Context: an optimization exercise on an open-source flow, tuned for small area, a short achievable clock period and few clock cycles. The choices shown serve that exercise and are no tape-out recipe. Only simulation tests tie the RTL to the original design; equivalence was not proved. Power and IR drop assume default switching activity.

===== design.v =====
module cic_xfer (
    input  wire clk,
    input  wire rst,
    input  wire rdy,        
    input  wire pif_clk,
    output wire fall,       
    output wire rise        
);
    reg lvl;                
    wire taken = rdy & (pif_clk ^ lvl);
    assign fall = taken & lvl;
    assign rise = taken & ~lvl;
    always @(posedge clk) begin
        if (rst)
            lvl <= 1'b1;
        else if (taken)
            lvl <= pif_clk;
    end
endmodule
module cic_core (
    input  wire        clk,
    input  wire        rst,
    input  wire        start,
    input  wire        region_pal,
    input  wire        abort_req,
    input  wire [7:0]  seed,
    input  wire [47:0] checksum,    
    input  wire        pif_clk,
    input  wire        pif_din,
    output wire        drive_low,
    output wire        ready,
    output wire        busy,
    output wire        lockup,
    output reg  [1:0]  outcome
);
    localparam [127:0] TABLE_NTSC = 128'h89E16DC75B8F41B0CED01E31A581A90E;
    localparam [127:0] TABLE_PAL  = 128'hC511891728F321B0A57589171215F40E;
    localparam [1:0] OUT_NONE    = 2'd0;
    localparam [1:0] OUT_ENDED   = 2'd1;
    localparam [1:0] OUT_ABORTED = 2'd2;
    localparam [1:0] OUT_LOCKUP  = 2'd3;
    localparam [3:0] G_IDLE = 4'd0,
                     G_HELLO = 4'd1,    
                     G_SEED  = 4'd2,    
                     G_CK0   = 4'd3,    
                     G_CK    = 4'd4,    
                     G_INIT  = 4'd5,    
                     G_CMD   = 4'd6,    
                     G_CMPC  = 4'd7,    
                     G_CMPB  = 4'd8,    
                     G_V2A   = 4'd9,    
                     G_V2R   = 4'd10,   
                     G_V2Z   = 4'd11,   
                     G_V2T   = 4'd12,   
                     G_ACK   = 4'd13,   
                     G_LOCK  = 4'd14;
    reg  [3:0]   seg;
    reg          busy_r;
    reg          lock_r;
    reg          rdy;
    reg          drv;
    reg          rgn;
    reg  [1:0]   bc;        
    reg  [4:0]   nc;        
    reg  [3:0]   m1, m2, m3, m4, m5, m6, m7, m8,
                 m9, m10, m11, m12, m13, m14, m15;    
    reg  [119:0] sm;        
    reg  [3:0]   vt;        
    reg          vcy;       
    reg  [1:0]   rnd;
    reg          act;       
    reg  [3:0]   cx;        
    reg          vc, vd, ve, vf, vg, vh;    
    reg          fall_q;    
    reg          v2s2;      
    reg          sm_shift;  
    wire [3:0] r4  = sm[3:0];      
    wire [3:0] r3  = sm[7:4];      
    wire [3:0] r2  = sm[11:8];     
    wire [3:0] r1  = sm[15:12];    
    wire [3:0] qa3 = sm[23:20];    
    wire [3:0] qa6 = sm[27:24];    
    wire [3:0] ptr = sm[31:28];    
    wire       qcc = sm[32];       
    wire [3:0] va  = sm[119:116];  
    wire fall, rise;
    cic_xfer u_xfer (
        .clk     (clk),
        .rst     (rst),
        .rdy     (rdy),
        .pif_clk (pif_clk),
        .fall    (fall),
        .rise    (rise)
    );
    assign ready     = rdy;
    assign drive_low = drv;
    assign busy      = busy_r;
    assign lockup    = lock_r;
    wire [1:0] bsel = ~bc;                  
    reg cmp_bit;
    always @* begin
        case (ptr)
            4'd1:  cmp_bit = m1[0];
            4'd2:  cmp_bit = m2[0];
            4'd3:  cmp_bit = m3[0];
            4'd4:  cmp_bit = m4[0];
            4'd5:  cmp_bit = m5[0];
            4'd6:  cmp_bit = m6[0];
            4'd7:  cmp_bit = m7[0];
            4'd8:  cmp_bit = m8[0];
            4'd9:  cmp_bit = m9[0];
            4'd10: cmp_bit = m10[0];
            4'd11: cmp_bit = m11[0];
            4'd12: cmp_bit = m12[0];
            4'd13: cmp_bit = m13[0];
            4'd14: cmp_bit = m14[0];
            default: cmp_bit = m15[0];
        endcase
    end
    reg ssend;    
    reg sbit;     
    always @* begin
        ssend = 1'b1;
        sbit  = 1'b0;
        case (seg)
            G_HELLO: sbit = bc[0] & (bc[1] | rgn);       
            G_SEED, G_CK: sbit = sm[bsel];
            G_CMPB:  begin ssend = bc[0]; sbit = cmp_bit; end
            G_V2A:   sbit = ~bc[0];                     
            G_V2T:   sbit = sm[bsel];
            G_CK0, G_V2Z, G_ACK: sbit = 1'b0;
            default: ssend = 1'b0;
        endcase
    end
    reg [3:0] ckx;
    always @* begin
        case (nc[3:0])
            4'd0:  ckx = checksum[3:0];
            4'd1:  ckx = checksum[7:4];
            4'd2:  ckx = checksum[11:8];
            4'd3:  ckx = checksum[15:12];
            4'd4:  ckx = checksum[19:16];
            4'd5:  ckx = checksum[23:20];
            4'd6:  ckx = checksum[27:24];
            4'd7:  ckx = checksum[31:28];
            4'd8:  ckx = checksum[35:32];
            4'd9:  ckx = checksum[39:36];
            4'd10: ckx = checksum[43:40];
            default: ckx = checksum[47:44];
        endcase
    end
    wire [3:0] v2_a1 = va ^ {~vt[0], 3'b000};
    wire [3:0] v2_a2 = v2_a1 + {~v2_a1[1], 2'b00};
    wire [3:0] v2_t  = v2_a2 + vt;
    function [4:0] v2_step2;
        input       cy;
        input [3:0] t;
        reg   [3:0] u;
        reg   [4:0] w;
        begin
            u = (cy ? t : t + 4'd7) + t;
            w = {1'b0, u} + {1'b0, t} + {4'd0, cy};
            v2_step2 = {w[4], ~w[3:0]};
        end
    endfunction
    wire [4:0] v2_tab [0:31];
    genvar gi;
    generate
        for (gi = 0; gi < 32; gi = gi + 1) begin : g_v2
            assign v2_tab[gi] = v2_step2(gi / 16, gi % 16);
        end
    endgenerate
    wire [4:0] v2_f   = v2_tab[{vcy, vt}];
    wire [3:0] v2_out = v2_f[3:0];
    wire [3:0] n1  = cx + m1 + 4'd1;
    wire [3:0] n2  = ~(n1 + m2 + 4'd1);
    wire [4:0] s23 = {1'b0, m2} + {1'b0, m3} + 5'd1;
    wire       cc  = s23[4];
    wire [3:0] n3  = cc ? (m2 + {m3[2:0], 1'b1}) : s23[3:0];
    wire [3:0] a3  = cc ? n3 : m3;
    wire [3:0] n4  = qa3 + m4;
    wire [3:0] n5a = qa3 + m4 + m5;
    wire [3:0] n5b = {~m4[3], m4[2:0]} + (m4[3] ? 4'd0 : m5);
    wire [3:0] n5  = qcc ? n5b : n5a;
    wire [3:0] n6  = (qcc ? m5 : {~m5[3], m5[2:0]}) + ((~qcc & m5[3]) ? 4'd0 : m6) + {3'd0, qcc};
    wire [3:0] a6  = qcc ? n6 : m6;
    wire [3:0] n7  = qa6 + m7  + 4'd1;
    wire [3:0] n8  = n7  + m8  + 4'd1;
    wire [3:0] n9  = m8  + m9  + 4'd1;
    wire [3:0] n10 = n9  + m10 + 4'd1;
    wire [3:0] n11 = m10 + m11 + 4'd1;
    wire [3:0] n12 = n11 + m12 + 4'd1;
    wire [3:0] n13 = m12 + m13 + 4'd1;
    wire [3:0] n14 = n13 + m14 + 4'd1;
    wire [3:0] n15 = m14 + m15 + 4'd1;
    wire       rnd_end = vh & ~vg;            
    wire [3:0] ptr_next = rgn ? ptr - 4'd1 : ptr + 4'd1;
    wire       v2s1     = fall_q & (bc == 2'd3) & (seg == G_V2R);
    always @(posedge clk) begin
        v2s2 <= v2s1;
        sm_shift <= (fall & (bc == 2'd3) & (seg == G_V2T)) | v2s1;
        if (sm_shift) begin
            sm <= {v2_out, sm[119:4]};
        end else begin
            if (seg == G_HELLO) begin
                sm[15:12] <= 4'd15;                         
                sm[11:8]  <= 4'd0;
                sm[7:4]   <= seed[7:4] + seed[3:0] + 4'd1;   
                sm[3:0]   <= seed[7:4];                      
            end else if (seg == G_CK0) begin
                sm[15:12] <= 4'd3;
                sm[11:8]  <= 4'd5;
                sm[7:4]   <= 4'd3;
                sm[3:0]   <= 4'd0;
            end else if (fall_q && bc == 2'd3 && (seg == G_SEED || seg == G_CK)) begin
                sm[15:12] <= r1 + 4'd1 + vt;
                sm[11:8]  <= r2 + 4'd1 + r1;
                sm[7:4]   <= r3 + 4'd1 + r2;
                sm[3:0]   <= r4 + 4'd1 + r3;
            end
            if (act) begin
                sm[23:20] <= a3;
                sm[32]    <= cc;
            end
            if (vc)
                sm[27:24] <= a6;
            if (rnd_end)
                sm[31:28] <= (m7 == 4'd0) ? 4'd1 : m7;
            else if (rise && seg == G_CMPB && bc[0])
                sm[31:28] <= ptr_next;
            if (seg == G_V2A)
                sm[119:116] <= 4'd5;
        end
        if (v2s2)
            vcy <= v2_f[4];
        else if (seg == G_V2A)
            vcy <= 1'b1;
        if (seg == G_SEED)
            vt <= 4'd15;
        else if (seg == G_CK)
            vt <= ckx;
        else if (fall)
            vt <= {vt[2:0], pif_din};
        else if (v2s1)
            vt <= v2_t;
        fall_q <= fall;
        if (seg == G_INIT && !nc[0]) begin
            m1  <= rgn ? TABLE_PAL[4*17 +: 4] : TABLE_NTSC[4*17 +: 4];
            m2  <= rgn ? TABLE_PAL[4*18 +: 4] : TABLE_NTSC[4*18 +: 4];
            m3  <= rgn ? TABLE_PAL[4*19 +: 4] : TABLE_NTSC[4*19 +: 4];
            m4  <= rgn ? TABLE_PAL[4*20 +: 4] : TABLE_NTSC[4*20 +: 4];
            m5  <= rgn ? TABLE_PAL[4*21 +: 4] : TABLE_NTSC[4*21 +: 4];
            m6  <= rgn ? TABLE_PAL[4*22 +: 4] : TABLE_NTSC[4*22 +: 4];
            m7  <= rgn ? TABLE_PAL[4*23 +: 4] : TABLE_NTSC[4*23 +: 4];
            m8  <= rgn ? TABLE_PAL[4*24 +: 4] : TABLE_NTSC[4*24 +: 4];
            m9  <= rgn ? TABLE_PAL[4*25 +: 4] : TABLE_NTSC[4*25 +: 4];
            m10 <= rgn ? TABLE_PAL[4*26 +: 4] : TABLE_NTSC[4*26 +: 4];
            m11 <= rgn ? TABLE_PAL[4*27 +: 4] : TABLE_NTSC[4*27 +: 4];
            m12 <= rgn ? TABLE_PAL[4*28 +: 4] : TABLE_NTSC[4*28 +: 4];
            m13 <= rgn ? TABLE_PAL[4*29 +: 4] : TABLE_NTSC[4*29 +: 4];
            m14 <= rgn ? TABLE_PAL[4*30 +: 4] : TABLE_NTSC[4*30 +: 4];
            m15 <= rgn ? TABLE_PAL[4*31 +: 4] : TABLE_NTSC[4*31 +: 4];
        end else if (fall_q && seg == G_INIT && nc[0] && bc == 2'd3) begin
            m1 <= vt;                            
        end else if (seg == G_CMPC) begin
            if (act) begin m1  <= n1;  m2  <= n2;  m3  <= n3;  end
            if (vc)  begin m4  <= n4;  m5  <= n5;  m6  <= n6;  end
            if (vd)  begin m7  <= n7;  m8  <= n8;  end
            if (ve)  begin m9  <= n9;  m10 <= n10; end
            if (vf)  begin m11 <= n11; m12 <= n12; end
            if (vg)  begin m13 <= n13; m14 <= n14; end
            if (vh)  m15 <= n15;
        end
        if (act)
            cx <= cx - 4'd1;
        else if (rnd_end)
            cx <= n15;                           
        else if (seg != G_CMPC)
            cx <= m15;                           
    end
    always @(posedge clk) begin
        if (rst) begin
            seg     <= G_IDLE;
            busy_r  <= 1'b0;
            lock_r  <= 1'b0;
            rdy     <= 1'b0;
            drv     <= 1'b0;
            outcome <= OUT_NONE;
            act     <= 1'b0;
            vc      <= 1'b0;
            vd      <= 1'b0;
            ve      <= 1'b0;
            vf      <= 1'b0;
            vg      <= 1'b0;
            vh      <= 1'b0;
        end else begin
            if (seg == G_CMPC) begin
                if (act)
                    act <= (cx != 4'd0);
                vc <= act;
                vd <= vc;
                ve <= vd;
                vf <= ve;
                vg <= vf;
                vh <= vg;
                if (rnd_end) begin
                    rnd <= rnd + 2'd1;
                    if (rnd == 2'd2) begin
                        seg <= G_CMPB;
                        bc  <= 2'd0;
                        rdy <= 1'b1;
                    end else begin
                        act <= 1'b1;
                    end
                end
            end
            if (fall)
                drv <= ssend & ~sbit;
            if (seg == G_IDLE) begin
                if (start) begin
                    seg     <= G_HELLO;
                    busy_r  <= 1'b1;
                    rdy     <= 1'b1;
                    rgn     <= region_pal;
                    outcome <= OUT_NONE;
                    bc      <= 2'd0;
                    nc      <= 5'd0;
                end
            end else if (rise) begin
                drv <= 1'b0;
                bc  <= bc + 2'd1;
                case (seg)
                    G_HELLO: if (bc == 2'd3) seg <= G_SEED;
                    G_SEED: if (bc == 2'd3) begin
                        nc <= nc + 5'd1;
                        if (nc[3:0] == 4'd15) begin
                            seg <= G_CK0;
                            nc  <= 5'd0;
                        end
                    end
                    G_CK0: begin
                        seg <= G_CK;
                        bc  <= 2'd0;
                    end
                    G_CK: if (bc == 2'd3) begin
                        nc <= nc + 5'd1;
                        if (nc[3:0] == 4'd15) begin
                            seg <= G_INIT;
                            nc  <= 5'd0;
                        end
                    end
                    G_INIT: if (bc == 2'd3) begin
                        nc <= nc + 5'd1;
                        if (nc[0]) begin
                            if (abort_req) begin
                                seg     <= G_IDLE;
                                busy_r  <= 1'b0;
                                rdy     <= 1'b0;
                                outcome <= OUT_ABORTED;
                            end else begin
                                seg <= G_CMD;
                            end
                        end
                    end
                    G_CMD: if (bc[0]) begin
                        bc <= 2'd0;
                        nc <= 5'd0;
                        case (vt[1:0])
                            2'b00: begin
                                seg    <= G_CMPC;
                                rdy    <= 1'b0;
                                rnd    <= 2'd0;
                                act    <= 1'b1;
                            end
                            2'b10: seg <= G_V2A;
                            2'b11: seg <= G_ACK;
                            default: begin
                                seg     <= G_LOCK;
                                lock_r  <= 1'b1;
                                rdy     <= 1'b0;
                                outcome <= OUT_LOCKUP;
                            end
                        endcase
                    end
                    G_CMPB: if (bc[0] && ptr_next == 4'd0) begin
                        bc <= 2'd0;
                        if (abort_req) begin
                            seg     <= G_IDLE;
                            busy_r  <= 1'b0;
                            rdy     <= 1'b0;
                            outcome <= OUT_ABORTED;
                        end else begin
                            seg <= G_CMD;
                        end
                    end
                    G_V2A: if (bc == 2'd3) begin
                        nc <= nc + 5'd1;
                        if (nc[0]) begin
                            seg <= G_V2R;
                            nc  <= 5'd0;
                        end
                    end
                    G_V2R: if (bc == 2'd3) begin
                        nc <= nc + 5'd1;
                        if (nc == 5'd29) begin
                            seg <= G_V2Z;
                            nc  <= 5'd0;
                        end
                    end
                    G_V2Z: begin
                        seg <= G_V2T;
                        bc  <= 2'd0;
                    end
                    G_V2T: if (bc == 2'd3) begin
                        nc <= nc + 5'd1;
                        if (nc == 5'd29) begin
                            if (abort_req) begin
                                seg     <= G_IDLE;
                                busy_r  <= 1'b0;
                                rdy     <= 1'b0;
                                outcome <= OUT_ABORTED;
                            end else begin
                                seg <= G_CMD;
                            end
                        end
                    end
                    G_ACK: begin
                        seg     <= G_IDLE;
                        busy_r  <= 1'b0;
                        rdy     <= 1'b0;
                        outcome <= OUT_ENDED;
                    end
                    default: ;
                endcase
            end
        end
    end
endmodule

===== flow/run.sh =====
#!/bin/bash
# The standard layout, with the port buffers made of buf_2 cells (which
# the resizer may size up) instead of the default delay-buffer cell.
set -euo pipefail
export BUFFER_PORTS_ARGS="-buffer_cell sky130_fd_sc_hd__buf_2"
bash standard.sh > standard_flow.log 2>&1

===== standard.sh =====
#!/bin/bash
# synth_recipe.tcl (not shown) runs the flow's synth.tcl, then flattens the netlist and writes it again
# the make line also repeats each setting of config.mk as NAME=value (left out here)
make -C /OpenROAD-flow-scripts/flow DESIGN_CONFIG=/design/flow/config.mk WORK_HOME=/design/flow/orfs CLKGATE_MAP_FILE= SYNTH_SCRIPT=/design/flow/synth_recipe.tcl "${@:-finish}"

===== config.mk =====
export PLATFORM = sky130hd
export DESIGN_NAME = cic_core
export DESIGN_NICKNAME = cic_core
export VERILOG_FILES = /design/flow/design.v
export SDC_FILE = /design/flow/constraint.sdc
export NUM_CORES = 4
export LEC_CHECK = 0
export ABC_CLOCK_PERIOD_IN_PS = 2500
export CAP_MARGIN = 20
export CORE_MARGIN = 2
export CORE_UTILIZATION = 50
export CTS_CLUSTER_DIAMETER = 70
export CTS_CLUSTER_SIZE = 24
export PLACE_DENSITY = 0.6
export SETUP_SLACK_MARGIN = 4.45
export SLEW_MARGIN = 20

===== constraint.sdc =====
create_clock -name core_clock -period 7.0 [get_ports {clk}]
set_input_delay 1.4000 -clock core_clock [delete_from_list [all_inputs] [get_ports {clk}]]
set_output_delay 1.4000 -clock core_clock [all_outputs]
set_load 0.01 [all_outputs]

==> results of run 1 <==
-- path summary, 6_finish.rpt --
path	from	to	slack, ns	cells past startpoint
worst min-delay path	sm[106]	sm[102]	0.42	0
worst max register to register	sm[30]	bc[1]	4.52	6
worst min register to register	sm[106]	sm[102]	0.42	0
worst max-delay path	sm[30]	bc[1]	4.52	6
-- area by class of cell --
type | count | share of cell area (%)
Sequential cell | 220 | 43.6
Multi-Input combinational cell | 795 | 42.0
Clock inverter | 12 | 1.30
Tap cell | 324 | 2.85
Timing Repair Buffer | 106 | 4.40
Inverter | 90 | 2.49
Clock buffer | 19 | 3.34
-- Yosys cell counts, drive strengths merged, types with 4 or more instances --
| library cell | n | share of area [%] |
|---|---|---|
| edfxtp | 179 | 43 |
| nand2 | 112 | 3.4 |
| a21oi | 92 | 3.7 |
| inv | 89 | 2.7 |
| ha | 84 | 8.4 |
| nor2 | 75 | 2.3 |
| o21ai | 62 | 2.5 |
| dfxtp | 41 | 6.6 |
| xnor2 | 41 | 2.9 |
| clkbuf | 35 | 1.0 |
| xor2 | 27 | 1.9 |
| fa | 25 | 4.0 |
| a21o | 23 | 1.4 |
| nor2b | 23 | 1.1 |
| o211ai | 22 | 1.3 |
| nor3 | 20 | 0.88 |
| buf | 18 | 0.66 |
| a22oi | 16 | 0.96 |
| a211oi | 15 | 0.94 |
| mux2i | 14 | 1.1 |
| nand2b | 14 | 0.70 |
| nand3 | 13 | 0.56 |
| a221oi | 9 | 0.63 |
| mux2 | 9 | 0.81 |
| a31oi | 8 | 0.40 |
| o21a | 7 | 0.42 |
| o31ai | 7 | 0.42 |
| a22o | 5 | 0.35 |
| o22ai | 5 | 0.25 |
| or2 | 5 | 0.25 |
| a32oi | 4 | 0.28 |
| a41oi | 4 | 0.34 |
| and3 | 4 | 0.20 |
| nor4 | 4 | 0.25 |
-- logic make-up (layout without fill, tap and decap cells) --
logic type / count (synthesis) / in the layout / synth area share (%)
xor gates and xnor gates: 71 / 71 / 5.29
adders and majority gates: 110 / 110 / 12.5
muxes: 23 / 23 / 1.93
and+or+nand+nor: 288 / 288 / 10.8
AOI/OAI and AO/OA: 303 / 303 / 15.6
DFF: 220 / 220 / 49.5
buffers and inverters: 143 / 227 / 4.41
-- metal layers --
layer	part of all wire (%)	vias to the layer above	wire length [µm]	track usage (%)
li1	-	4341	-	-
met1	49	4280	14200	33.6
met2	45	220	13100	34.6
met3	4.4	30	1290	2.83
met4	1.7	0	483	4.38
met5	0	-	0	0
-- power by group through the flow --
| stage | Clock (mW) | Sequential, mW | Combinational, mW |
|---|---|---|---|
| 2_1_floorplan | 0 | 1.49 | 0.282 |
| 3_3_place_gp | 0 | 1.53 | 0.337 |
| 3_5_place_dp | 0 | 1.53 | 0.339 |
| 4_1_cts | 1.14 | 1.50 | 0.345 |
| 5_1_grt | 1.18 | 1.50 | 0.396 |
| 6_report | 1.11 | 1.50 | 0.349 |
-- per-stage QoR --
stage	std cells	worst slack (ns)	power [mW]	util (%)
floorplan	1158	4.38	1.77	-
global placement	1506	4.00	1.86	54.0
detailed placement	1506	3.92	1.87	54.0
CTS	1547	4.46	2.98	57.2
global route	1566	4.43	3.08	58.2
finish	1566	4.52	2.96	58.2
-- placed cells by master (no fill, tap or decap), types with 4 or more instances in the layout --
cell,synthesis,final
sky130_fd_sc_hd__nand2b_1,14,14
sky130_fd_sc_hd__fa_2,0,7
sky130_fd_sc_hd__dfxtp_1,41,33
sky130_fd_sc_hd__ha_1,84,76
sky130_fd_sc_hd__a22oi_1,16,16
sky130_fd_sc_hd__clkinv_8,0,5
sky130_fd_sc_hd__nor2b_1,23,23
sky130_fd_sc_hd__a31oi_1,8,8
sky130_fd_sc_hd__xor2_1,27,27
sky130_fd_sc_hd__nor3_1,18,17
sky130_fd_sc_hd__edfxtp_1,179,179
sky130_fd_sc_hd__o211ai_1,22,22
sky130_fd_sc_hd__nor2_1,73,71
sky130_fd_sc_hd__a211oi_1,14,14
sky130_fd_sc_hd__a221oi_1,9,9
sky130_fd_sc_hd__buf_4,0,38
sky130_fd_sc_hd__buf_2,6,68
sky130_fd_sc_hd__a21oi_1,92,85
sky130_fd_sc_hd__o21ai_1,4,6
sky130_fd_sc_hd__a21oi_2,0,5
sky130_fd_sc_hd__a22o_1,5,5
sky130_fd_sc_hd__ha_2,0,5
sky130_fd_sc_hd__nand2_1,112,112
sky130_fd_sc_hd__or2_2,5,5
sky130_fd_sc_hd__mux2i_1,14,14
sky130_fd_sc_hd__a32oi_1,4,4
sky130_fd_sc_hd__o31ai_1,7,7
sky130_fd_sc_hd__clkbuf_16,0,19
sky130_fd_sc_hd__o22ai_1,5,5
sky130_fd_sc_hd__o21a_1,7,7
sky130_fd_sc_hd__dfxtp_2,0,7
sky130_fd_sc_hd__nand3_1,12,12
sky130_fd_sc_hd__and3_1,4,4
sky130_fd_sc_hd__inv_1,88,84
sky130_fd_sc_hd__fa_1,25,18
sky130_fd_sc_hd__o21ai_0,58,56
sky130_fd_sc_hd__xnor2_1,41,39
sky130_fd_sc_hd__mux2_2,9,9
sky130_fd_sc_hd__a21o_1,23,23
-- repair_timing --
item	4_1_cts	5_1_grt
resized for setup	16	24
endpoints found under the setup margin	61	29
buffers inserted	10	19
pin swaps	2	16
-- critical path, cell delays in order (launching register included) --
cell and delay (ns):
sky130_fd_sc_hd__edfxtp_1 0.56, sky130_fd_sc_hd__or4b_4 0.55, sky130_fd_sc_hd__nand3_2 0.11, sky130_fd_sc_hd__nand2_1 0.10, sky130_fd_sc_hd__or3_4 0.43, sky130_fd_sc_hd__a41o_1 0.24
sky130_fd_sc_hd__a32o_1 0.25
==> run summary, run 1 <==
The most used flip-flop cell after synthesis is sky130_fd_sc_hd__edfxtp_1. The wire length of the first global-routing pass came out at 46,500 µm. The signed area change from the synthesized netlist to the final layout is 13.6%.

In this run the worst path has a maximum fanout of 11. The final setup TNS came out at 0 ns. Across the VDD grid, the largest voltage drop is 246 µV. The floorplan die height is 162 µm. The area of the mapped netlist is 0.0125 mm². The count of H-tree levels built during CTS came out at 1. At the worst endpoint, the required time is 7.26 ns. The register with the most flip-flops in the layout has 120 of them. The core area came out at 0.0245 mm². Global routing used 22.2% of the available tracks across all layers. The number of hold-slack violations in the final timing report came out at 0.

Counting every instance in the synthesized netlist gives 1,158. The critical path is of the flop to flop type. The final design instance area without fill is 0.0142 mm². Fill cells in the final layout number 2,109. The number of buffers added to fix hold violations after cts came out at 0. Of the available clock period, the critical path in the final layout requires 35.4%. The clock network accounts for 37.6% of the total power. The largest registers in the layout are sm x120, nc x5. The number of antenna violations at the first check in global routing is 0.

The horizontal die dimension is 162 µm. Clock-pin slew was measured on the worst setup and hold paths at 0.09 ns. The number of global-route vias before repair is 8,645.

The total DRC errors in the routed layout is 0. The final-report setup violation count came out at 0. The max-cap check violation count came out at 0. The switching share of power is 26.3%. The number of routed nets with antenna violations came out at 0. The sequential cell fraction of total power came out at 50.6%. The total wire length after detailed routing came out at 29,000 µm.

STA classifies the critical path startpoint as a flop. The final count of pins violating max slew came out at 0. The post-detailed-placement half-perimeter wirelength is 20,100 µm. At the end of routability-driven placement, the weighted congestion stood at 0.881.

The clock skew after layout is 0.0197 ns. The number of optimization iterations in the first detailed-route pass came out at 5. The mean cell area of the mapped netlist came out at 10.8 µm². The path class of the tightest hold or removal check is flop to flop. The proportion of power drawn by combinational gates is 11.8%. Counting the buffers created by CTS gives 18. The register with the highest flop count is sm.

The net count after synthesis is 1,330. Based on the critical path, the design can be clocked at up to 0.404 GHz. Counting along the longest clock path gives a buffer depth of 3. The area of placed instances is 0.0132 mm².

Dividing the detail-routed via count by the number of cells gives 5.66. The post-synthesis sequential element count is 220. The internal power of the cells came out at 2.18 mW. The power per cell area is 208 mW/mm². The share of the yosys chip area belonging to registers is 49.5%. The total inserted antenna cells came out at 0. The relative slew slack came out at 31.6%. In this run the clock root is driven by a sky130_fd_sc_hd__clkbuf_16. In this run, the number of DRC markers left after iteration 0 of detailed routing was 721. Setup repair after global routing could not meet its margin everywhere. The tightest hold path in the finished design has a slack of 0.419 ns.

The floorplan row count is 57. The via count is 8,871. The critical path arrival came out at 2.73 ns. The count of distinct cell types in the synthesized netlist is 73.

For this design, the sink count on the clock tree is 220. TritonCTS built the clock tree. The synthesized design contains 179 enable-type register cells. The Yosys warning count is 2. The worst-skew pair later-pin latency came out at 0.51 ns. The area taken by flip-flops and latches came out at 0.00621 mm². The number of nets in the finished design is 1,403. The I/O pin count came out at 69.

Summed over all cells, the static leakage comes to 5.62 nW. The share of post-route cells with drive strength above 1 is 16.8%. The number of port buffers is 68. The largest net degree at the start of global routing came out at 73. The net switching power figure came out at 780 µW. The flow ran to the end and the layout has no timing, DRC or antenna violations. The die outline area came out at 0.0263 mm². The async set-or-reset flop fraction in the synthesized netlist is 0%. For this configuration, the core starts out at a cell density of 51.2%.

STA classifies the critical path endpoint as a flop. In the final layout, the multi-input gates occupy 0.00598 mm². Summed over all layers, the global routing overflow is 0. The final routed wire length divided by cell count came out at 18.5 µm. The measured slew at the worst slew-check pin is 1.02 ns. The smallest clock period supported by the final layout is computed as 2.48 ns.
Testbench counts, summed over its fixed seeds: cycles 47,175.
==> inputs of run 2 (changes only) <==
--- a/config.mk
+++ b/config.mk
@@ -13,4 +13,4 @@
 export CTS_CLUSTER_SIZE = 24
 export PLACE_DENSITY = 0.6
-export SETUP_SLACK_MARGIN = 4.45
+export SETUP_SLACK_MARGIN = 4.3
 export SLEW_MARGIN = 20
==> run summary, run 2 <==
The final critical-path setup slack is 4.40 ns (-0.120 ns). The share of the clock period used by the worst path came out at 37.1% (+1.7 points). STA classifies the critical path endpoint as a flop. The floorplan row count came out at 57 (unchanged). The area of the mapped netlist is 0.0125 mm² (unchanged). The synthesized design spends more area on one cell type than any other, namely sky130_fd_sc_hd__edfxtp_1. The number of optimization iterations in the first detailed-route pass is 5 (unchanged). The minimum period implied by the final worst setup slack came to 2.60 ns (+0.120 ns). The final weighted congestion in routability-driven placement is 0.900 (+2.1%). The post-layout total power came to 2.82 mW (-4.8%). The area share of the largest cell type after synthesis came out at 42.9% (unchanged). The count of cell instances traversed by the critical path came out at 10 (+4). The number of flip-flops under the largest register name is 120 (unchanged).

The signed area change from the synthesized netlist to the final layout is 10.3%. The max-cap check violation count came out at 0 (unchanged). The via count normalized by instance count is 5.73 (+1.2%). The critical path arrival came out at 2.85 ns (+0.12 ns).

The number of antenna violations at the first check in global routing is 0 (unchanged). The min-delay analysis places its worst path in the category flop to flop. The buffer levels on the longest clock path is 3 (unchanged).

The final-report setup violation count is 0 (unchanged). The highest attainable clock frequency was 0.385 GHz (-4.6%). The most critical setup path has its startpoint at m8[0]. The number of enable flip-flop cells after synthesis is 179 (unchanged). In the post-synthesis netlist, the biggest area contributors are sky130_fd_sc_hd__edfxtp_1, sky130_fd_sc_hd__ha_1, sky130_fd_sc_hd__dfxtp_1.

In the synthesized netlist, the cells that appear most often are sky130_fd_sc_hd__edfxtp_1, sky130_fd_sc_hd__nand2_1, sky130_fd_sc_hd__a21oi_1, sky130_fd_sc_hd__inv_1, sky130_fd_sc_hd__ha_1. The delay of the slowest critical-path stage came out at 0.58 ns (+0.02 ns). The required time reported for the critical path endpoint came to 7.25 ns (about the same). CTS placed an instance of sky130_fd_sc_hd__clkbuf_16 at the clock tree root. The number of global-route vias before repair came out at 8,656 (+0.13%). The number of nets in the finished design came out at 1,380 (-1.6%). The worst-skew pair later-pin latency came to 0.50 ns (about the same). The count of H-tree levels built during CTS came out at 1 (unchanged).

The floorplan die height came out at 162 µm (unchanged). On the critical path the largest part of the delay comes from adder cells. The library cell used most frequently in the layout, excluding fill and tap cells, is sky130_fd_sc_hd__edfxtp_1.

The slowest stage of the critical path belongs to the cell sky130_fd_sc_hd__fa_2. The core area is 0.0245 mm² (unchanged). The die outline area came to 0.0263 mm² (unchanged).

The number of hold-slack violations in the final timing report came out at 0 (unchanged). The total wire length after detailed routing came to 28,900 µm (-0.59%). The relative slew slack is 30.8% (-0.87 points). The leakage power of the design came out at 5.44 nW (-3.1%).

The largest net degree at the start of global routing is 72 (-1.4%). The via count came to 8,839 (-0.36%). Setup repair after global routing could not meet its margin everywhere. The count of placed standard cells including taps was 1,506 (unchanged).

The clock skew after layout came out at 0.0250 ns (+0.00527 ns). The endpoint identified for the worst register-to-register timing path is m10[3]. The most used flip-flop cell after synthesis is sky130_fd_sc_hd__edfxtp_1.

The mean cell area of the mapped netlist came out at 10.8 µm² (unchanged). The share of post-route cells with drive strength above 1 is 13.1% (-3.8 points). The I/O pin count came out at 69 (unchanged). The pre-CTS worst setup slack is 3.86 ns (-0.0635 ns). The number of port buffers was 68 (unchanged).

The run finished with no timing, DRC or antenna violations. The horizontal die dimension is 162 µm (unchanged). The final design instance area without fill is 0.0138 mm² (-2.9%). The footprint of the multi-input gates came out at 0.00588 mm² (-1.7%). The dominant cell by count in the synthesized netlist is sky130_fd_sc_hd__edfxtp_1. The worst reg2reg path depth is 10 (+4).

The total inserted antenna cells is 0 (unchanged). The area of placed instances is 0.0132 mm² (-0.33%). The power per cell area is 204 mW/mm² (-2.0%).

The path with the worst hold slack has its endpoint at sm[66]. The TritonCTS clock tree is done. The starting density of the core came out at 51.2% (unchanged).

The number of routed nets with antenna violations is 0 (unchanged). The clock transition at the register clock pins on the worst setup and hold paths after CTS is 0.09 ns (about the same). The Yosys warning count came out at 2 (unchanged). Traced cell by cell, the critical path runs through inv_1, ha_2, fa_2, inv_1, ha_1, a21o_1, a21oi_2, xnor2_1, xnor2_1, or2_2.

The async set-or-reset flop fraction in the synthesized netlist is 0% (unchanged). The final global-route overflow total is 0 (unchanged). The count of distinct cell types in the synthesized netlist came out at 73 (unchanged). The startpoint of the lowest-slack hold path is sm[70].

The count of non-filler cells in the finished layout is 1,542 (-1.5%). The post-detailed-placement half-perimeter wirelength came out at 20,000 µm (-0.65%). The synthesized netlist cell count came out at 1,158 (unchanged). The area taken by flip-flops and latches is 0.00620 mm² (about the same). The worst register-to-register path begins at m8[0].

The wire length of the first global-routing pass is 46,500 µm (about the same). The total DRC errors in the routed layout was 0 (unchanged). The final routed wire length divided by cell count is 18.7 µm (+0.96%). The share of the core filled with cells was 56.5% (-1.7 points). The sink count of the clock tree is 220 (unchanged). The worst-case register-to-register setup slack came out at 4.40 ns (-0.12 ns). The critical path buffer and inverter count is 2 (+2).

The violation count after the first detailed-routing iteration is 728 (+0.97%). The final-layout fill cell count came out at 2,131 (+1.0%). The number of buffers added by the clock tree synthesis step came to 17 (-1). sm holds more flip-flops than any other register. The maximum fanout count along the critical path is 3 (-8).

The post-route worst hold slack came out at 0.426 ns (+0.00641 ns). The number of buffers added to fix hold violations after cts came to 0 (unchanged). The measured slew at the worst slew-check pin is 1.03 ns (+0.0130 ns). The post-synthesis sequential element count is 220 (unchanged). In the layout the commonest cells are sky130_fd_sc_hd__edfxtp_1, sky130_fd_sc_hd__nand2_1, sky130_fd_sc_hd__a21oi_1. The global-route usage over all layers is 22.3% (+0.057 points). The worst setup path is launched from a flop. The largest registers in the layout are sm x120, nc x5.

The net count after synthesis is 1,330 (unchanged). The critical path is of the flop to flop type. The share of the yosys chip area belonging to registers came out at 49.5% (unchanged). The number of cells traversed by the worst hold path is 0 (unchanged).

The final setup TNS is 0 ns (unchanged). The worst ir drop on vdd came out at 183 µV (-25%). The final count of pins violating max slew came out at 0 (unchanged).
run 2: cell counts after synthesis:
No cell type changed its count.
run 2: worst max path at each step:
stage / slack [ns] / to
floorplan: 4.32 / sm[6]
global placement: 3.95 / sm[28]
detailed placement: 3.86 / sm[30]
CTS: 4.30 / m10[3]
global route: 4.29 / outcome[0]
finish: 4.40 / m10[3]
run 2: layer usage:
| metal | wire [µm] | part of all wire (%) | vias up | GRT usage (%) |
|---|---|---|---|---|
| met3 | 1180 | 4.1 | 43 | 2.45 |
| met2 | 13000 | 45 | 203 | 34.7 |
| met5 | 0 | 0 | - | 0 |
| met4 | 635 | 2.2 | 0 | 5.43 |
| li1 | - | - | 4301 | - |
| met1 | 14100 | 49 | 4292 | 33.5 |
run 2: worst register-to-register path, stage by stage, from the launching register on:
cell	delay, ns
sky130_fd_sc_hd__dfxtp_2	0.35
sky130_fd_sc_hd__inv_1	0.06
sky130_fd_sc_hd__ha_2	0.20
sky130_fd_sc_hd__fa_2	0.58
sky130_fd_sc_hd__inv_1	0.06
sky130_fd_sc_hd__ha_1	0.26
sky130_fd_sc_hd__a21o_1	0.19
sky130_fd_sc_hd__a21oi_2	0.14
sky130_fd_sc_hd__xnor2_1	0.15
sky130_fd_sc_hd__xnor2_1	0.09
sky130_fd_sc_hd__or2_2	0.27
run 2: kinds of logic (layout without fill, tap and decap cells):
family	Yosys count	after routing	synth area share [%]
compound gates	303	303	15.6
xor+xnor	71	71	5.29
fa+ha+maj	110	110	12.5
buf+inv	143	203	4.41
flops	220	220	49.5
mux	23	23	1.93
simple gates	288	288	10.8
run 2: repair_timing:
item                                    CTS  global route
gates resized for setup                   5            14
hold endpoints to repair                  0             0
endpoints found under the setup margin   24            31
pin swaps                                 0             2
setup buffers                             3             4
run 2: cell type report:
class                           count  area share, %
Timing Repair Buffer               84           3.33
Inverter                           90           2.45
Clock buffer                       19           3.13
Multi-Input combinational cell    795           42.5
Clock inverter                     10          0.724
Tap cell                          324           2.93
Sequential cell                   220           44.9
run 2: power breakdown:
part / internal (mW) / switching [mW]
clock network: 0.474 / 0.503
registers: 1.44 / 0.0592
logic: 0.164 / 0.176
==> inputs of run 3 (changes only) <==
--- a/config.mk
+++ b/config.mk
@@ -13,4 +13,4 @@
 export CTS_CLUSTER_SIZE = 24
 export PLACE_DENSITY = 0.6
-export SETUP_SLACK_MARGIN = 4.3
+export SETUP_SLACK_MARGIN = 4.35
 export SLEW_MARGIN = 20
==> run summary, run 3 <==
The share of the clock period used by the worst path is 37.1% (about the same). The post-synthesis sequential element count came out at 220 (unchanged). The global-route usage over all layers came to 21.7% (-0.54 points).

The largest net degree at the start of global routing came out at 77 (+6.9%). The worst-case register-to-register setup slack is 4.40 ns (about the same). The switching share of power came to 25.2% (-1.0 points). In the layout the commonest cells are sky130_fd_sc_hd__edfxtp_1, sky130_fd_sc_hd__nand2_1, sky130_fd_sc_hd__a21oi_1.

The final global-route overflow total is 0 (unchanged). The number of routed nets with antenna violations came out at 0 (unchanged). The startpoint identified for the worst hold timing path is sm[37].

STA classifies the critical path startpoint as a flop. The delay of the slowest critical-path stage is 0.68 ns (+0.10 ns). The I/O pin count came to 69 (unchanged). The starting density of the core is 51.2% (unchanged).

The floorplan row count came out at 57 (unchanged). The area of the mapped netlist came out at 0.0125 mm² (unchanged). The count of non-filler cells in the finished layout came to 1,541 (-0.065%). The footprint of the multi-input gates is 0.00589 mm² (+0.30%). Setup repair after global routing could not meet its margin everywhere. The violation count after the first detailed-routing iteration came out at 742 (+1.9%). The TritonCTS clock tree is done. The number of flip-flops under the largest register name was 120 (unchanged). The share of the yosys chip area belonging to registers came out at 49.5% (unchanged).

The number of hold-slack violations in the final timing report came out at 0 (unchanged). Traced cell by cell, the critical path runs through or4b_4, nand3_2, nand2_1, or3_4, a41o_1, a32o_1. The number of antenna violations at the first check in global routing came out at 0 (unchanged). The number of optimization iterations in the first detailed-route pass is 8 (+3). In this run the critical register-to-register path is captured at bc[1]. The clock skew after layout is 0.0180 ns (-0.00700 ns). The met1 routing resource usage after global routing came to 32.4% (-1.1 points).

The required time reported for the critical path endpoint came out at 7.25 ns (about the same). The total DRC errors in the routed layout came out at 0 (unchanged). The die outline area is 0.0263 mm² (unchanged).

The number of cells traversed by the worst hold path came to 0 (unchanged). In this run the most used layer during global routing was met2. The tree is rooted in a sky130_fd_sc_hd__clkbuf_16. The worst hold path belongs to the class flop to flop.

The share of post-route cells with drive strength above 1 is 13.8% (+0.75 points). The met3 capacity usage during global routing came out at 2.83% (+0.38 points). The number of port buffers was 68 (unchanged).

The net count after synthesis came to 1,330 (unchanged). The most used flip-flop cell after synthesis is sky130_fd_sc_hd__edfxtp_1. The path with the worst hold slack has its endpoint at sm[33]. The power share of the clock group is 33.4% (-1.3 points). The power per cell area came out at 200 mW/mm² (-1.7%). The critical path arrival is 2.85 ns (about the same). The via count is 8,794 (-0.51%). The net switching power figure is 697 µW (-5.6%). Of all cell types, the one taking the most synthesized area is sky130_fd_sc_hd__edfxtp_1. The number of nets in the finished design is 1,381 (+0.072%). The worst reg2reg path depth is 6 (-4). The count of H-tree levels built during CTS is 1 (unchanged).

The sink count of the clock tree came out at 220 (unchanged). The synthesized netlist cell count is 1,158 (unchanged). By startpoint and endpoint, the worst setup path is classified as flop to flop.

The final setup TNS is 0 ns (unchanged). The buffer levels on the longest clock path is 3 (unchanged). By instance count, the leading cell after synthesis is sky130_fd_sc_hd__edfxtp_1.

The final-report setup violation count was 0 (unchanged). The area share of the largest cell type after synthesis came out at 42.9% (unchanged). The final-layout fill cell count came to 2,139 (+0.38%). For this design, the slowest cell found on the critical path is sky130_fd_sc_hd__edfxtp_1. The proportion of power drawn by combinational gates is 12.4% (+0.3 points). The post-detailed-placement half-perimeter wirelength is 20,100 µm (+0.50%). In the final layout, the registers with the most flip-flops are sm x120, nc x5.

The floorplan die height is 162 µm (unchanged). The maximum fanout count along the critical path came to 9 (+6). The internal power of the cells is 2.07 mW (-0.28%).

The final routed wire length divided by cell count was 18.5 µm (-1.4%). The count of distinct cell types in the synthesized netlist is 73 (unchanged). The leakage power of the design is 5.43 nW (-0.25%). The core area came out at 0.0245 mm² (unchanged).

The minimum period implied by the final worst setup slack is 2.60 ns (+0.00165 ns). The via count normalized by instance count came out at 5.71 (-0.44%). Counting flops per register, the top entry is sm. By count the netlist is led by sky130_fd_sc_hd__edfxtp_1, sky130_fd_sc_hd__nand2_1, sky130_fd_sc_hd__a21oi_1, sky130_fd_sc_hd__inv_1, sky130_fd_sc_hd__ha_1. The count of placed standard cells including taps came out at 1,505 (-0.066%). The worst-skew pair later-pin latency came to 0.49 ns (about the same). The horizontal die dimension is 162 µm (unchanged). The number of global-route vias before repair is 8,473 (-2.1%). The Yosys warning count is 2 (unchanged). The final count of pins violating max slew came out at 0 (unchanged). The clock transition at the register clock pins on the worst setup and hold paths after CTS came out at 0.08 ns (about the same). The measured slew at the worst slew-check pin came out at 1.01 ns (-0.0165 ns). The number of buffers added to fix hold violations after cts came to 0 (unchanged). The number of enable flip-flop cells after synthesis came to 179 (unchanged).

The area taken by flip-flops and latches was 0.00621 mm² (about the same). The final weighted congestion in routability-driven placement was 0.908 (+0.88%). The worst ir drop on vdd came out at 202 µV (+9.8%).

The async set-or-reset flop fraction in the synthesized netlist is 0% (unchanged). The signed area change from the synthesized netlist to the final layout came out at 10.4% (about the same). The number of buffers added by the clock tree synthesis step came out at 16 (-1). Yosys attributes the largest share of cell area to sky130_fd_sc_hd__edfxtp_1, sky130_fd_sc_hd__ha_1, sky130_fd_sc_hd__dfxtp_1. The worst setup path is captured at a flop.

The fraction of met2 tracks used by global routing is 34.4% (-0.29 points). The highest attainable clock frequency is 0.385 GHz (about the same). The total inserted antenna cells came out at 0 (unchanged). The sequential cell fraction of total power came out at 54.2% (+1.0 points). The max-cap check violation count is 0 (unchanged). The startpoint identified for the worst register-to-register timing path is rgn. The most common cell after layout, fill and taps aside is sky130_fd_sc_hd__edfxtp_1. The total wire length after detailed routing came out at 28,400 µm (-1.5%). The relative slew slack is 31.5% (+0.77 points). The wire length of the first global-routing pass was 45,500 µm (-2.0%). The mean cell area of the mapped netlist came out at 10.8 µm² (unchanged).

The run finished with no timing, DRC or antenna violations.
## run 3: cell counts after synthesis
Identical to the previous run, type by type.
## run 3: through the flow
| step | hold WS [ns] | utilization (%) | setup WS [ns] | power, mW | instance area [µm²] |
|---|---|---|---|---|---|
| floorplan | 0.400 | - | 4.36 | 1.77 | 12600 |
| global placement | 0.401 | 53.8 | 3.98 | 1.86 | 13200 |
| detailed placement | 0.405 | 53.8 | 3.94 | 1.87 | 13200 |
| CTS | 0.425 | 56.0 | 4.34 | 2.80 | 13700 |
| global route | 0.427 | 56.5 | 4.25 | 2.89 | 13800 |
| finish | 0.425 | 56.5 | 4.40 | 2.77 | 13800 |
## run 3: power groups by stage
stage                     clock (mW)  combinational [mW]  sequential, mW
after floorplan                    0               0.280            1.49
after global placement             0               0.331            1.53
after detailed placement           0               0.339            1.53
after CTS                      0.959               0.342            1.50
after global routing           0.993               0.389            1.51
final                          0.925               0.343            1.50
## run 3: final cells by class
| type | count | area share [%] |
|---|---|---|
| clock buffers | 20 | 3.23 |
| repair buffers | 86 | 3.44 |
| multi-input cells | 795 | 42.6 |
| flip-flops and latches | 220 | 44.9 |
| clock inverters | 6 | 0.398 |
| inverters | 90 | 2.47 |
| well taps | 324 | 2.93 |
## run 3: repair_timing
item	CTS	global route
pin swaps	0	3
setup buffers	3	7
resized for setup	4	19
endpoints found under the setup margin	89	59
## run 3: how the worst max path moves through the flow
| stage | from | to | slack, ns | depth (start not counted) |
|---|---|---|---|---|
| floorplan | seed[4] | sm[6] | 4.36 | 7 |
| global placement | pif_clk | nc[0] | 3.98 | 5 |
| detailed placement | pif_clk | nc[1] | 3.94 | 5 |
| CTS | seg[3] | m1[3] | 4.34 | 6 |
| global route | bc[0] | m1[3] | 4.25 | 6 |
| finish | rgn | bc[1] | 4.40 | 6 |
## run 3: cell families (layout without fill, tap and decap cells)
kind of cell	Yosys count	count (layout)	synth area share (%)
compound gates	303	303	15.6
xor+xnor	71	71	5.29
fa+ha+maj	110	110	12.5
buf+inv	143	202	4.41
flops	220	220	49.5
mux	23	23	1.93
simple gates	288	288	10.8
## run 3: per-layer routing
metal  up-vias  wire (µm)
li1       4294          -
met1      4263      13600
met2       204      12900
met3        33       1420
met4         0        463
met5         -          0
## run 3: critical path: cells and delay by family (launching register included)
kind	cells	cell delay, ns
AND/OR/NAND/NOR	4	1.16
flip-flops	1	0.68
AO/OA/AOI/OAI	2	0.52
==> inputs of run 4 (changes only) <==
--- a/config.mk
+++ b/config.mk
@@ -13,4 +13,4 @@
 export CTS_CLUSTER_SIZE = 24
 export PLACE_DENSITY = 0.6
-export SETUP_SLACK_MARGIN = 4.35
+export SETUP_SLACK_MARGIN = 4.5
 export SLEW_MARGIN = 20
==> run summary, run 4 <==
The minimum period implied by the final worst setup slack is 2.46 ns (-0.138 ns). The mux contribution to synthesized area is 1.93% (unchanged). The share of the core filled with cells came out at 58.3% (+1.8 points).

The final count of pins violating max slew came out at 0 (unchanged). The violation count after the first detailed-routing iteration came out at 730 (-1.6%). The main combinational cell family by area after synthesis is compound AO/OA/AOI/OAI gates. The footprint of the multi-input gates came out at 0.00603 mm² (+2.4%).

In the layout the commonest cells are sky130_fd_sc_hd__edfxtp_1, sky130_fd_sc_hd__nand2_1, sky130_fd_sc_hd__a21oi_1. The signed area change from the synthesized netlist to the final layout is 13.9%. The delay of the slowest critical-path stage came to 0.52 ns (-0.16 ns). Setup repair after global routing could not meet its margin everywhere. The total inserted antenna cells is 0 (unchanged). The number of optimization iterations in the first detailed-route pass came out at 5 (-3).

The met1 routing resource usage after global routing was 32.9% (+0.52 points). The floorplan row count came out at 57 (unchanged). The highest attainable clock frequency came to 0.406 GHz (+5.6%).

The critical path buffer and inverter count is 1 (+1). The family with the most delay on the worst path is compound AO/OA/AOI/OAI gates. The TritonCTS clock tree is done. The count of placed standard cells including taps came to 1,506 (+0.066%). The dominant cell type by area after synthesis is sky130_fd_sc_hd__edfxtp_1. The measured slew at the worst slew-check pin came to 0.957 ns (-0.0569 ns). The area taken by flip-flops and latches is 0.00621 mm² (about the same).

The max-cap check violation count came out at 0 (unchanged). The post-synthesis xor/xnor area fraction came out at 5.29% (unchanged). The largest registers in the layout are sm x120, nc x5. The root cell of the clock tree is sky130_fd_sc_hd__clkbuf_16. The number of hold-slack violations in the final timing report is 0 (unchanged).

The clock transition at the register clock pins on the worst setup and hold paths after CTS is 0.09 ns (about the same). The critical path arrival was 2.86 ns (about the same). The maximum fanout count along the critical path came out at 5 (-4).

The post-layout total power came out at 2.82 mW (+1.8%). The core area was 0.0245 mm² (unchanged). The die outline area is 0.0263 mm² (unchanged). The sort of element at the end of the critical path is a flop. The worst-skew pair later-pin latency came to 0.49 ns (about the same). The simple logic cell fraction of the synthesized area was 10.8% (unchanged). Ranked by total cell area, the synthesized netlist is headed by sky130_fd_sc_hd__edfxtp_1, sky130_fd_sc_hd__ha_1, sky130_fd_sc_hd__dfxtp_1. The area of the mapped netlist is 0.0125 mm² (unchanged).

The number of buffers added to fix hold violations after cts came to 0 (unchanged). The number of flip-flops under the largest register name came out at 120 (unchanged). The adder-cell area share of the yosys netlist is 12.5% (unchanged). The final-report setup violation count came to 0 (unchanged). The number of routed nets with antenna violations was 0 (unchanged). The compound-gate portion of the synthesized area was 15.6% (unchanged).

The flow ran to the end and the layout has no timing, DRC or antenna violations. The worst setup path is of the flop to flop kind. The number of enable flip-flop cells after synthesis came out at 179 (unchanged). Walking the worst path, the cells encountered are buf_4, or4b_4, a21o_1, a41oi_2, nor2_2, a22o_1, a211oi_2.

The largest net degree at the start of global routing is 72 (-6.5%). The most common cell after layout, fill and taps aside is sky130_fd_sc_hd__edfxtp_1. The count of distinct cell types in the synthesized netlist was 73 (unchanged). The number of global-route vias before repair came to 8,695 (+2.6%). The horizontal die dimension is 162 µm (unchanged). The fraction of met2 tracks used by global routing was 34.1% (-0.27 points). The starting density of the core is 51.2% (unchanged). The post-detailed-placement half-perimeter wirelength was 20,100 µm (about the same). The final-layout fill cell count is 2,087 (-2.4%). The async set-or-reset flop fraction in the synthesized netlist came out at 0% (unchanged).

The clock skew after layout is 0.0234 ns (+0.00538 ns). The standard cell with the maximum stage delay on the critical path is sky130_fd_sc_hd__or4b_4. The register with the highest flop count is sm.

The total wire length after detailed routing is 29,000 µm (+1.9%). The final routed wire length divided by cell count came out at 18.4 µm (-0.14%). The I/O pin count is 69 (unchanged). The number of antenna violations at the first check in global routing came out at 0 (unchanged). The number of nets in the finished design is 1,413 (+2.3%). The post-synthesis sequential element count is 220 (unchanged).

The Yosys warning count was 2 (unchanged). The share of post-route cells with drive strength above 1 came to 18.7% (+4.9 points). By count the netlist is led by sky130_fd_sc_hd__edfxtp_1, sky130_fd_sc_hd__nand2_1, sky130_fd_sc_hd__a21oi_1, sky130_fd_sc_hd__inv_1, sky130_fd_sc_hd__ha_1. The number of port buffers is 68 (unchanged). The via count normalized by instance count came out at 5.68 (-0.46%). The via count is 8,935 (+1.6%).

The total DRC errors in the routed layout is 0 (unchanged). The buffer levels on the longest clock path was 3 (unchanged). met2 is the most crowded layer. STA classifies the critical path startpoint as a flop. The path type of the worst min-delay path is flop to flop. The count of H-tree levels built during CTS came out at 1 (unchanged). The final global-route overflow total came out at 0 (unchanged).

The area share of the largest cell type after synthesis is 42.9% (unchanged). The synthesized netlist cell count came out at 1,158 (unchanged). The wire length of the first global-routing pass is 46,400 µm (+1.9%). The leakage power of the design is 5.61 nW (+3.3%). The global-route usage over all layers was 22.1% (+0.37 points). The count of non-filler cells in the finished layout was 1,573 (+2.1%).

The relative slew slack is 35.7% (+4.2 points). Among all flip-flop cells after synthesis, the most frequent one is sky130_fd_sc_hd__edfxtp_1. In the post-synthesis netlist, the cell with the most instances is sky130_fd_sc_hd__edfxtp_1. The sink count of the clock tree came to 220 (unchanged). The number of buffers added by the clock tree synthesis step came out at 17 (+1). The final setup TNS came out at 0 ns (unchanged).

The post-route worst hold slack is 0.423 ns (-0.00122 ns). The final weighted congestion in routability-driven placement was 0.873 (-3.8%). The net count after synthesis came to 1,330 (unchanged).

The share of the clock period used by the worst path came to 35.2% (-2.0 points). The mean cell area of the mapped netlist is 10.8 µm² (unchanged). The share of the yosys chip area belonging to registers is 49.5% (unchanged). The floorplan die height came to 162 µm (unchanged). The worst ir drop on vdd came out at 176 µV (-13%). The power per cell area came to 198 mW/mm² (-1.3%). The met3 capacity usage during global routing is 3.32% (+0.49 points).

The required time reported for the critical path endpoint was 7.40 ns (+0.15 ns).
## run 4: cell types whose count changed in the layout (fill, tap and decap cells not counted), sizes merged
cell,change
buf,+31
clkbuf,-2
bufinv,+1
clkinv,+4
clkinvlp,-2
## run 4: path summary, 6_finish.rpt
path / start / end / slack [ns] / cells after the start
max: sm[28] / seg[3] / 4.54 / 7
min: sm[65] / sm[61] / 0.42 / 0
max reg2reg: sm[28] / seg[3] / 4.54 / 7
min reg2reg: sm[65] / sm[61] / 0.42 / 0
## run 4: worst register-to-register path: cells and delay by family (launching register included)
kind / cells / cell delay (ns)
AND/OR/NAND/NOR: 2 / 0.62
AO/OA/AOI/OAI: 4 / 1.10
flip-flops: 1 / 0.47
buffers and inverters: 1 / 0.19
## run 4: where the power goes
part / internal [mW] / switching [mW] / total [mW]
Clock: 0.496 / 0.475 / 0.970
Sequential: 1.44 / 0.0580 / 1.50
Combinational: 0.170 / 0.181 / 0.351
Total: 2.11 / 0.714 / 2.82
## run 4: routing by layer
layer / wire (µm) / vias up
met1: 14000 / 4353
met3: 1350 / 37
li1: - / 4352
met4: 594 / 0
met2: 13100 / 193
met5: 0 / -
## run 4: repair_timing
action                                  in CTS  in global routing
pin swaps                                    6                 32
gates resized for setup                     21                 45
buffers inserted                            15                 25
endpoints found under the setup margin      67                 52
gates cloned                                 0                  0
## run 4: area by class of cell
cell class | count | share of cell area [%]
Sequential cell | 220 | 43.5
Multi-Input combinational cell | 795 | 42.3
Clock inverter | 9 | 0.728
Timing Repair Buffer | 117 | 5.08
Inverter | 90 | 2.50
Tap cell | 324 | 2.84
Clock buffer | 18 | 3.01
## run 4: per-stage QoR
step	cell area [µm²]	worst slack [ns]
5_1_grt	14300	4.44
6_report	14300	4.54
4_1_cts	13900	4.46
2_1_floorplan	12600	4.38
3_3_place_gp	13200	4.07
3_5_place_dp	13200	4.02
## run 4: cells by family (layout without fill, tap and decap cells)
kind of cell	after synthesis	after routing
compound gates	303	303
simple gates	288	288
flops	220	220
buf+inv	143	234
fa+ha+maj	110	110
xor+xnor	71	71
mux	23	23
==> inputs of run 5 (changes only) <==
--- a/config.mk
+++ b/config.mk
@@ -13,4 +13,4 @@
 export CTS_CLUSTER_SIZE = 24
 export PLACE_DENSITY = 0.6
-export SETUP_SLACK_MARGIN = 4.5
+export SETUP_SLACK_MARGIN = 4.4
 export SLEW_MARGIN = 20
==> run summary, run 5 <==
The horizontal die dimension is 162 µm (unchanged). The final critical-path setup slack came out at 4.50 ns (-0.0421 ns). The most used flip-flop cell after synthesis is sky130_fd_sc_hd__edfxtp_1. The starting density of the core is 51.2% (unchanged). The met3 capacity usage during global routing is 2.78% (-0.54 points). The sink count of the clock tree is 220 (unchanged). The critical path goes through inv_1, ha_2, fa_2, inv_1, ha_1, a21o_1, a21oi_2, xnor2_1, xnor2_1, or2_2. The largest total area in the synthesized netlist belongs to sky130_fd_sc_hd__edfxtp_1. The power per cell area came to 203 mW/mm² (+2.5%). The share of the clock period used by the worst path was 35.8% (+0.60 points). The number of nets in the finished design is 1,388 (-1.8%). The proportion of power drawn by combinational gates came out at 12.3% (about the same). The total DRC errors in the routed layout was 0 (unchanged). The dominant cell by count in the synthesized netlist is sky130_fd_sc_hd__edfxtp_1. The worst setup path is of the flop to flop kind. The most utilized layer in the global route result is met2. The Yosys warning count is 2 (unchanged). The fraction of met2 tracks used by global routing came out at 35.3% (+1.2 points). The net switching power figure is 723 µW (+1.4%). The number of flip-flops under the largest register name is 120 (unchanged). The buffer levels on the longest clock path came out at 3 (unchanged). Counting instances in the post-synthesis netlist gives the leading cell types as sky130_fd_sc_hd__edfxtp_1, sky130_fd_sc_hd__nand2_1, sky130_fd_sc_hd__a21oi_1, sky130_fd_sc_hd__inv_1, sky130_fd_sc_hd__ha_1. The final weighted congestion in routability-driven placement is 0.894 (+2.4%).

Relative to the synthesized area, the layout overhead comes to 11.4%. The count of distinct cell types in the synthesized netlist is 73 (unchanged). The number of hold-slack violations in the final timing report came out at 0 (unchanged). The internal power of the cells is 2.11 mW (about the same).

The path type of the worst min-delay path is flop to flop. Yosys attributes the largest share of cell area to sky130_fd_sc_hd__edfxtp_1, sky130_fd_sc_hd__ha_1, sky130_fd_sc_hd__dfxtp_1. The number of buffers added to fix hold violations after cts is 0 (unchanged).

The final design instance area without fill came out at 0.0140 mm² (-2.1%). In the layout the commonest cells are sky130_fd_sc_hd__edfxtp_1, sky130_fd_sc_hd__nand2_1, sky130_fd_sc_hd__a21oi_1. The critical path arrival came to 2.75 ns (-0.11 ns). The max-cap check violation count came out at 0 (unchanged). The count of H-tree levels built during CTS is 1 (unchanged). The startpoint identified for the worst hold timing path is sm[74]. The met1 routing resource usage after global routing came out at 33.3% (+0.44 points). The worst-skew pair later-pin latency is 0.49 ns (about the same). The total inserted antenna cells came out at 0 (unchanged). The clock transition at the register clock pins on the worst setup and hold paths after CTS came out at 0.09 ns (about the same). The worst ir drop on vdd is 222 µV (+26%). The post-route worst hold slack is 0.423 ns (-0.0000940 ns). The number of buffers added by the clock tree synthesis step is 17 (unchanged). The wire length of the first global-routing pass is 46,900 µm (+1.1%). The measured slew at the worst slew-check pin is 1.01 ns (+0.0557 ns). Setup repair after global routing could not meet its margin everywhere. The final setup TNS came out at 0 ns (unchanged).

The worst setup path is launched from a flop. The register with the highest flop count is sm. The power share of the clock group is 34.7% (+0.3 points).

The area of placed instances came out at 0.0132 mm² (about the same). The via count normalized by instance count came to 5.70 (+0.32%). The core area was 0.0245 mm² (unchanged). The highest attainable clock frequency came out at 0.399 GHz (-1.7%). The final routed wire length divided by cell count came to 18.6 µm (+1.1%). On the critical path, the stage with the largest delay is an instance of sky130_fd_sc_hd__fa_2. The post-detailed-placement half-perimeter wirelength is 20,200 µm (+0.51%). The sequential cell fraction of total power is 53.0% (-0.2 points).

The clock skew after layout came out at 0.0138 ns (-0.00956 ns). The minimum period implied by the final worst setup slack is 2.50 ns (+0.0421 ns). The number of routed nets with antenna violations came out at 0 (unchanged).

The area share of the largest cell type after synthesis came out at 42.9% (unchanged). In the final layout, the registers with the most flip-flops are sm x120, nc x5. The final global-route overflow total came to 0 (unchanged). The total wire length after detailed routing came to 28,900 µm (-0.42%). The leakage power of the design came out at 5.47 nW (-2.4%).

The number of antenna violations at the first check in global routing is 0 (unchanged). The required time reported for the critical path endpoint is 7.25 ns (-0.15 ns). The floorplan die height came out at 162 µm (unchanged). The largest net degree at the start of global routing came out at 73 (+1.4%). The final count of pins violating max slew came out at 0 (unchanged). TritonCTS built the clock tree. The number of global-route vias before repair came out at 8,691 (-0.046%). The most critical setup path has its startpoint at m9[0]. The area of the mapped netlist is 0.0125 mm² (unchanged).

The share of the yosys chip area belonging to registers is 49.5% (unchanged). The library cell used most frequently in the layout, excluding fill and tap cells, is sky130_fd_sc_hd__edfxtp_1. Clock tree synthesis selected as its root buffer the cell sky130_fd_sc_hd__clkbuf_16. The number of optimization iterations in the first detailed-route pass came out at 5 (unchanged).

The switching share of power came out at 25.6% (+0.27 points). The mean cell area of the mapped netlist is 10.8 µm² (unchanged). The flow ran to the end and the layout has no timing, DRC or antenna violations. The number of enable flip-flop cells after synthesis came out at 179 (unchanged). The violation count after the first detailed-routing iteration came out at 679 (-7.0%).

The post-synthesis sequential element count came to 220 (unchanged). The via count is 8,827 (-1.2%). The relative slew slack came out at 32.0% (-3.7 points). The pre-CTS worst setup slack is 3.78 ns (-0.240 ns). The number of port buffers is 68 (unchanged). The share of post-route cells with drive strength above 1 came to 15.1% (-3.6 points). The startpoint identified for the worst register-to-register timing path is m9[0].

The final-report setup violation count is 0 (unchanged). The synthesized netlist cell count was 1,158 (unchanged). The floorplan row count came out at 57 (unchanged).

STA classifies the critical path endpoint as a flop. The delay of the slowest critical-path stage came out at 0.54 ns (+0.02 ns). The final-layout fill cell count was 2,080 (-0.34%). The global-route usage over all layers is 22.4% (+0.34 points). The maximum fanout count along the critical path came out at 2 (-3). The die outline area came out at 0.0263 mm² (unchanged). The async set-or-reset flop fraction in the synthesized netlist was 0% (unchanged). The I/O pin count came out at 69 (unchanged). The net count after synthesis came out at 1,330 (unchanged).
==> run 5: worst paths after layout <==
kind                                to  slack (ns)  depth (start not counted)
worst min-delay path            sm[70]        0.42                          0
worst max-delay path            m10[3]        4.50                         10
worst min register to register  sm[70]        0.42                          0
worst max register to register  m10[3]        4.50                         10
==> run 5: cell type report <==
cell class / count / area [µm²] / share of cell area (%)
timing repair buffer: 92 / 520 / 3.73
inverter: 90 / 354 / 2.54
tap: 324 / 405 / 2.90
clock buffer: 18 / 429 / 3.07
multi-input combinational: 795 / 5920 / 42.4
clock inverter: 10 / 116 / 0.834
sequential: 220 / 6210 / 44.5
==> run 5: metrics by stage <==
step	power [mW]	util, %	std cells
after CTS	2.86	56.5	1538
after floorplan	1.77	-	1158
after global placement	1.86	54.0	1506
after detailed placement	1.87	54.0	1506
final	2.83	57.1	1549
after global routing	2.95	57.1	1549
==> run 5: power by group through the flow <==
stage	logic [mW]	registers (mW)	clock network [mW]
after global routing	0.395	1.51	1.05
after floorplan	0.281	1.49	0
after global placement	0.336	1.53	0
after CTS	0.347	1.50	1.02
final	0.349	1.50	0.981
after detailed placement	0.343	1.53	0
==> run 5: kinds of logic after synthesis <==
kind of cell	after synthesis	synth area share, %
AND/OR/NAND/NOR	288	10.8
AO/OA/AOI/OAI	303	15.6
adder cells (fa/ha/maj)	110	12.5
flip-flops	220	49.5
multiplexers	23	1.93
XOR/XNOR	71	5.29
buffers and inverters	143	4.41
==> run 5: worst max-delay path, delay by kind of cell, from the launching register on <==
family          cells  cell delay (ns)
compound gates      2             0.30
flops               1             0.35
simple gates        1             0.28
buf+inv             2             0.10
fa+ha+maj           3             0.99
xor+xnor            2             0.24
==> run 5: repair_timing <==
item                       4_1_cts  5_1_grt
pin swaps                        1       11
setup endpoints to repair       33       24
gates resized for setup         11       22
buffers inserted                 4       11
==> run 5: routing by layer <==
layer,wire length (µm),vias up
met4,534,0
met2,13100,198
li1,-,4310
met5,0,-
met1,14000,4284
met3,1320,35
==> inputs of run 6 (changes only) <==
--- a/config.mk
+++ b/config.mk
@@ -12,4 +12,5 @@
 export CTS_CLUSTER_DIAMETER = 70
 export CTS_CLUSTER_SIZE = 24
+export GPL_ROUTABILITY_DRIVEN = 0
 export PLACE_DENSITY = 0.6
 export SETUP_SLACK_MARGIN = 4.4
==> run summary, run 6 <==
The count of H-tree levels built during CTS came out at 1 (unchanged). Walking the worst path, the cells encountered are or4b_4, nand3_2, nand2_1, or3_1, a41o_1, a32o_1. The share of the core filled with cells is 56.9% (-0.15 points). The number of routed nets with antenna violations is 0 (unchanged). The clock transition at the register clock pins on the worst setup and hold paths after CTS was 0.08 ns (about the same). The end point of the most critical hold path is sm[58]. The highest attainable clock frequency was 0.381 GHz (-4.6%). The floorplan die height was 162 µm (unchanged). The switching share of power came out at 25.7% (+0.16 points). The final design instance area without fill came out at 0.0139 mm² (-0.26%). The area of placed instances came out at 0.0132 mm² (about the same). The flow ran to the end and the layout has no timing, DRC or antenna violations. The worst-skew pair later-pin latency is 0.49 ns (about the same). The final-report setup violation count came out at 0 (unchanged). The violation count after the first detailed-routing iteration came out at 677 (-0.29%).

The internal power of the cells came out at 2.07 mW (-1.9%). The most utilized layer in the global route result is met2. The area share of the largest cell type after synthesis was 42.9% (unchanged). The share of post-route cells with drive strength above 1 is 14.8% (-0.31 points).

The post-layout total power is 2.78 mW (-1.7%). The register with the most flip-flops in the final layout is sm. The total DRC errors in the routed layout is 0 (unchanged). The die outline area is 0.0263 mm² (unchanged). The largest net degree at the start of global routing is 83 (+14%). The pre-CTS worst setup slack is 3.99 ns (+0.212 ns).

The synthesized netlist cell count is 1,158 (unchanged). The startpoint identified for the worst hold timing path is sm[62]. The critical path arrival came out at 2.88 ns (+0.13 ns). The minimum period implied by the final worst setup slack is 2.62 ns (+0.120 ns). The starting density of the core is 51.2% (unchanged). The share of the clock period used by the worst path came out at 37.5% (+1.7 points).

The worst-case register-to-register setup slack is 4.38 ns (-0.12 ns). The leakage power of the design came to 5.46 nW (-0.31%). The final count of pins violating max slew came out at 0 (unchanged). The final global-route overflow total is 0 (unchanged).

The mean cell area of the mapped netlist is 10.8 µm² (unchanged). The global-route usage over all layers was 21.8% (-0.62 points). The total inserted antenna cells was 0 (unchanged).

The number of buffers added to fix hold violations after cts is 0 (unchanged). The buffer levels on the longest clock path is 3 (unchanged). The fraction of met2 tracks used by global routing is 33.9% (-1.5 points). The via count came to 8,766 (-0.69%).

The proportion of power drawn by combinational gates is 12.5% (+0.2 points). The sink count of the clock tree was 220 (unchanged). The worst register-to-register path ends at bc[1].

For this design, the slowest cell found on the critical path is sky130_fd_sc_hd__edfxtp_1. The share of the yosys chip area belonging to registers came out at 49.5% (unchanged). The wire length of the first global-routing pass is 46,000 µm (-2.0%). The met3 capacity usage during global routing was 2.35% (-0.43 points).
==> run 6: cell counts after synthesis <==
No cell type changed its count.
==> run 6: cell families after synthesis <==
family	Yosys count	synth area share (%)
AOI/OAI and AO/OA	303	15.6
xor gates and xnor gates	71	5.29
adders and majority gates	110	12.5
buffers and inverters	143	4.41
DFF	220	49.5
muxes	23	1.93
and+or+nand+nor	288	10.8
==> run 6: worst max path at each step <==
stage | startpoint | to | slack [ns] | cells after the start
6_report | rgn | bc[1] | 4.38 | 6
3_5_place_dp | pif_clk | sm[28] | 3.99 | 3
4_1_cts | rgn | bc[1] | 4.41 | 6
5_1_grt | m13[0] | m14[3] | 4.28 | 10
3_3_place_gp | pif_clk | sm[28] | 3.98 | 3
2_1_floorplan | seed[4] | sm[6] | 4.38 | 7
==> run 6: critical path: cells and delay by family, from the launching register on <==
family / cells / cell delay, ns
AO/OA/AOI/OAI: 2 / 0.51
AND/OR/NAND/NOR: 4 / 1.18
flip-flops: 1 / 0.69
==> run 6: per-layer routing <==
metal  part of all wire [%]  wire length, µm
met1                     49            13900
met2                     44            12700
met3                    4.9             1400
met4                    1.9              553
met5                      0                0
==> run 6: what timing repair did <==
| item | CTS | global route |
|---|---|---|
| cloned | 0 | 0 |
| gates resized for setup | 7 | 21 |
| setup buffers | 6 | 8 |
| pin swaps | 2 | 7 |
| setup endpoints to repair | 26 | 60 |
==> run 6: final cells by class <==
cell class / instances / area [µm²]
clock buffer: 17 / 425
clock inverter: 10 / 88.8
fill: 2137 / 10500
inverter: 90 / 354
multi-input combinational: 795 / 5920
sequential: 220 / 6210
tap: 324 / 405
timing repair buffer: 92 / 520
==> run 6: power groups by stage <==
stage          Combinational, mW  Sequential, mW  Clock, mW
4_1_cts                    0.346            1.50      0.962
5_1_grt                    0.399            1.50      0.997
3_5_place_dp               0.342            1.53          0
6_report                   0.347            1.50      0.936
3_3_place_gp               0.336            1.53          0
2_1_floorplan              0.281            1.49          0

Setup slack of run 6, layout unchanged: 4.376 ns with ideal ports, 4.376 ns with driving cells assumed (clock clkbuf_16, inputs buf_2), 4.012 ns with port delays also shifted by the 0.533 ns mid clock arrival.
